This design comes from an exercise in tuning for small area, a short achievable clock period and few clock cycles on the open sky130 flow, not from production work.
RTL that was checked went through simulation tests only; none was proved equivalent to the original.
Power and IR drop assume default switching activity.

==> flow/design.v (excerpt) <==
module crpe (
    input  wire         clk,
    input  wire         rst_n,
    input  wire         wr_en,
    input  wire [1:0]   wr_sel,
    input  wire [4:0]   wr_addr,
    input  wire [7:0]   wr_data,
    input  wire         cmd_valid,
    input  wire [3:0]   cmd_op,
    input  wire         cfg_ns3,
    input  wire [1:0]   cfg_porder,
    input  wire [7:0]   cfg_rounds,
    input  wire [5:0]   cfg_len,
    input  wire [4:0]   cfg_klen,
    input  wire [4:0]   cfg_slen,
    input  wire [4:0]   cfg_s2len,
    output reg          busy,
    output reg          done,
    output reg          err,
    output reg  [2:0]   ecode,
    output reg  [3:0]   kpos,
    output reg  [3:0]   spos,
    output reg  [3:0]   s2pos,
    output reg          swdir,
    output reg          cdir,
    output wire [255:0] data_out
);
Settings: LEC_CHECK=0, CAP_MARGIN=20, CELL_PAD_IN_SITES_DETAIL_PLACEMENT=0, CELL_PAD_IN_SITES_GLOBAL_PLACEMENT=1, CORE_MARGIN=2, CORE_UTILIZATION=40, GPL_ROUTABILITY_DRIVEN=1, GPL_TIMING_DRIVEN=1, PLACE_DENSITY=0.55, SLEW_MARGIN=20; clock period 12.0 ns.
run.sh (not shown) runs the stock make flow with config.mk's settings and CLKGATE_MAP_FILE= SYNTH_SCRIPT=/design/flow/synth_recipe.tcl, a recipe that flattens the netlist after the stock synthesis.
The starting point finished with timing, DRC and antenna clean.
Testbench counts at the start, summed over its fixed seeds: cycles 85,653.
==> next run, changes <==
CORE_UTILIZATION = 48   (was 40)
PLACE_DENSITY = 0.6   (was 0.55)
Effect:
- register-to-register slack got worse by 0.04 ns
- area after synthesis stays the same
- clock skew rose by 0.0042 ns
- combinational power is about the same
- clock-buffer cell count fell by 11
- critical path depth does not change


Another version of the RTL of crpe (not shown whole).
Size: ~6300 cells after synthesis, ~1000 flip-flops, roughly 330 I/O pins, ~67000 um2 of cells after synthesis.
Design crpe, start of the top module:
module crpe (
    input  wire         clk,
    input  wire         rst_n,
    input  wire         wr_en,
    input  wire [1:0]   wr_sel,
    input  wire [4:0]   wr_addr,
    input  wire [7:0]   wr_data,
    input  wire         cmd_valid,
    input  wire [3:0]   cmd_op,
    input  wire         cfg_ns3,
    input  wire [1:0]   cfg_porder,
    input  wire [7:0]   cfg_rounds,
    input  wire [5:0]   cfg_len,
    input  wire [4:0]   cfg_klen,
    input  wire [4:0]   cfg_slen,
    input  wire [4:0]   cfg_s2len,
    output reg          busy,
    output reg          done,
    output reg          err,
    output reg  [2:0]   ecode,
    output reg  [3:0]   kpos,
    output reg  [3:0]   spos,
    output reg  [3:0]   s2pos,
    output reg          swdir,
    output reg          cdir,
    output wire [255:0] data_out
);
Settings: LEC_CHECK=0, CAP_MARGIN=20, CELL_PAD_IN_SITES_DETAIL_PLACEMENT=0, CELL_PAD_IN_SITES_GLOBAL_PLACEMENT=1, CORE_MARGIN=2, CORE_UTILIZATION=50, GPL_ROUTABILITY_DRIVEN=1, GPL_TIMING_DRIVEN=1, PLACE_DENSITY=0.62, SLEW_MARGIN=20; clock period 12.0 ns.
The baseline finished clean.
Rerun with:
CELL_PAD_IN_SITES_DETAIL_PLACEMENT = 4   (was 0)
CELL_PAD_IN_SITES_GLOBAL_PLACEMENT = 4   (was 1)
CORE_UTILIZATION = 20   (was 50)
GPL_TIMING_DRIVEN = not set   (was 1)
PLACE_DENSITY = 0.35   (was 0.62)
Utilization went down by 33 points; non-clock buffer count went up by 24; first-iteration DRC count went down by 57%; wire length went up by 59%; global-route usage went down by 13 points; total power went up by 14%.
No run of this note included a check of the RTL's function; only the layout flow was run.


crpe, a different RTL version from the one above (not shown whole).
For scale: ~330 I/O pins, ~0.067 mm2 of cells after synthesis.
## crpe
module crpe (
    input  wire         clk,
    input  wire         rst_n,
    input  wire         wr_en,
    input  wire [1:0]   wr_sel,
    input  wire [4:0]   wr_addr,
    input  wire [7:0]   wr_data,
    input  wire         cmd_valid,
    input  wire [3:0]   cmd_op,
    input  wire         cfg_ns3,
    input  wire [1:0]   cfg_porder,
    input  wire [7:0]   cfg_rounds,
    input  wire [5:0]   cfg_len,
    input  wire [4:0]   cfg_klen,
    input  wire [4:0]   cfg_slen,
    input  wire [4:0]   cfg_s2len,
    output reg          busy,
    output reg          done,
    output reg          err,
    output reg  [2:0]   ecode,
    output reg  [3:0]   kpos,
    output reg  [3:0]   spos,
    output reg  [3:0]   s2pos,
    output reg          swdir,
    output reg          cdir,
    output wire [255:0] data_out
);
    localparam OP_NOP     = 4'd0;
    localparam OP_ENC     = 4'd1;
    localparam OP_DEC     = 4'd2;
    localparam OP_PBYTEF  = 4'd3;
    localparam OP_PBYTEB  = 4'd4;
    localparam OP_PBITF   = 4'd5;
    localparam OP_PBITB   = 4'd6;
    localparam OP_RECBYTE = 4'd7;
    localparam OP_RECBIT  = 4'd8;
    localparam ST_IDLE  = 3'd0;
    localparam ST_DEC   = 3'd1;    
    localparam ST_PREP  = 3'd2;    
    localparam ST_START = 3'd3;    
    localparam ST_RUN   = 3'd4;    
    localparam ST_DRAIN = 3'd5;    
    reg [255:0] data_r;
    reg [7:0]   key_r   [0:15];
    reg [7:0]   salt_r  [0:15];
    reg [7:0]   salt2_r [0:15];
    assign data_out = data_r;
    reg [2:0]   st;
    reg [3:0]   op_r;
    reg         ns3_r;
    reg [1:0]   porder_r;
    reg [7:0]   rounds_r;     
    reg [5:0]   len_r;
    reg [4:0]   klen_r;
    reg [4:0]   slen_r;
    reg [4:0]   s2len_r;
    wire multi_r  = (op_r == OP_ENC) || (op_r == OP_DEC);
    wire back_r   = (op_r == OP_DEC)   || (op_r == OP_PBYTEB) ||
                    (op_r == OP_PBITB) || (op_r == OP_RECBYTE) ||
                    (op_r == OP_RECBIT);
    wire rec_r    = (op_r == OP_RECBYTE) || (op_r == OP_RECBIT);
  ...
Settings: LEC_CHECK=0, CAP_MARGIN=20, CELL_PAD_IN_SITES_DETAIL_PLACEMENT=4, CELL_PAD_IN_SITES_GLOBAL_PLACEMENT=4, CORE_MARGIN=2, CORE_UTILIZATION=20, GPL_ROUTABILITY_DRIVEN=1, PLACE_DENSITY=0.35, SLEW_MARGIN=20; clock period 12.0 ns.
The first run went through all stages and came out clean.
==> next run, changes <==
Settings changed: CELL_PAD_IN_SITES_DETAIL_PLACEMENT 4 to 0, CELL_PAD_IN_SITES_GLOBAL_PLACEMENT 4 to 1, CORE_UTILIZATION 20 to 40, GPL_TIMING_DRIVEN set to 1, PLACE_DENSITY 0.35 to 0.55.
Count of clock-buffer cells in the layout goes down by 44.
Non-clock buffer count goes down by 20.
Via count goes down by 4.2%.
Clock power goes down by 16%.
Routed wire length goes down by 31%.
Global-route usage goes up by 7.8 points.
Die area goes down by 50%.
No functional check of the RTL was part of any run of this note.

## what the ideal ports hide
How much do the figures lean on ideal ports? The routed layouts below were timed once more, with nothing changed but the port constraints.
Step 1, drivers: a clkbuf_16 drives clk and a buf_2 each remaining input, both assumed.
Step 2 times the ports against the registers' clock, not the clock port: input delays grow and output delays shrink by t, the midpoint of the rising clock arrivals with the driver on.
Three values: no drivers, after step 1, after step 2; two values: the first two.
run | t (ns) | slack for setup (ns) | hold slack, ns | slew at the worst register clock pin (ns) | pins driven straight from the clock port
the first run of note 1 | 0.882 | 7.082 / 6.992 / 6.267 | 0.291 / 0.291 / 0.291 | 0.07 / 0.07 | 1
the second run of note 1 | 0.877 | 7.035 / 6.947 / 6.570 | 0.283 / 0.283 / 0.283 | 0.07 / 0.07 | 1
the first run of note 2 | 0.820 | 5.453 / 5.453 / 5.453 | 0.288 / 0.288 / 0.288 | 0.07 / 0.07 | 1
the second run of note 2 | 0.964 | 5.358 / 5.358 / 5.358 | 0.320 / 0.320 / 0.320 | 0.07 / 0.07 | 1
the first run of note 3 | 0.945 | 6.075 / 6.075 / 5.908 | 0.301 / 0.301 / 0.301 | 0.07 / 0.07 | 1
the second run of note 3 | 0.882 | 6.472 / 6.472 / 6.277 | 0.310 / 0.310 / 0.310 | 0.07 / 0.07 | 1
After both steps every run listed still meets setup and hold. For the first run of note 1, which loses most, drivers alone change the setup slack by -0.090 ns; drivers and shift together by -0.815 ns.
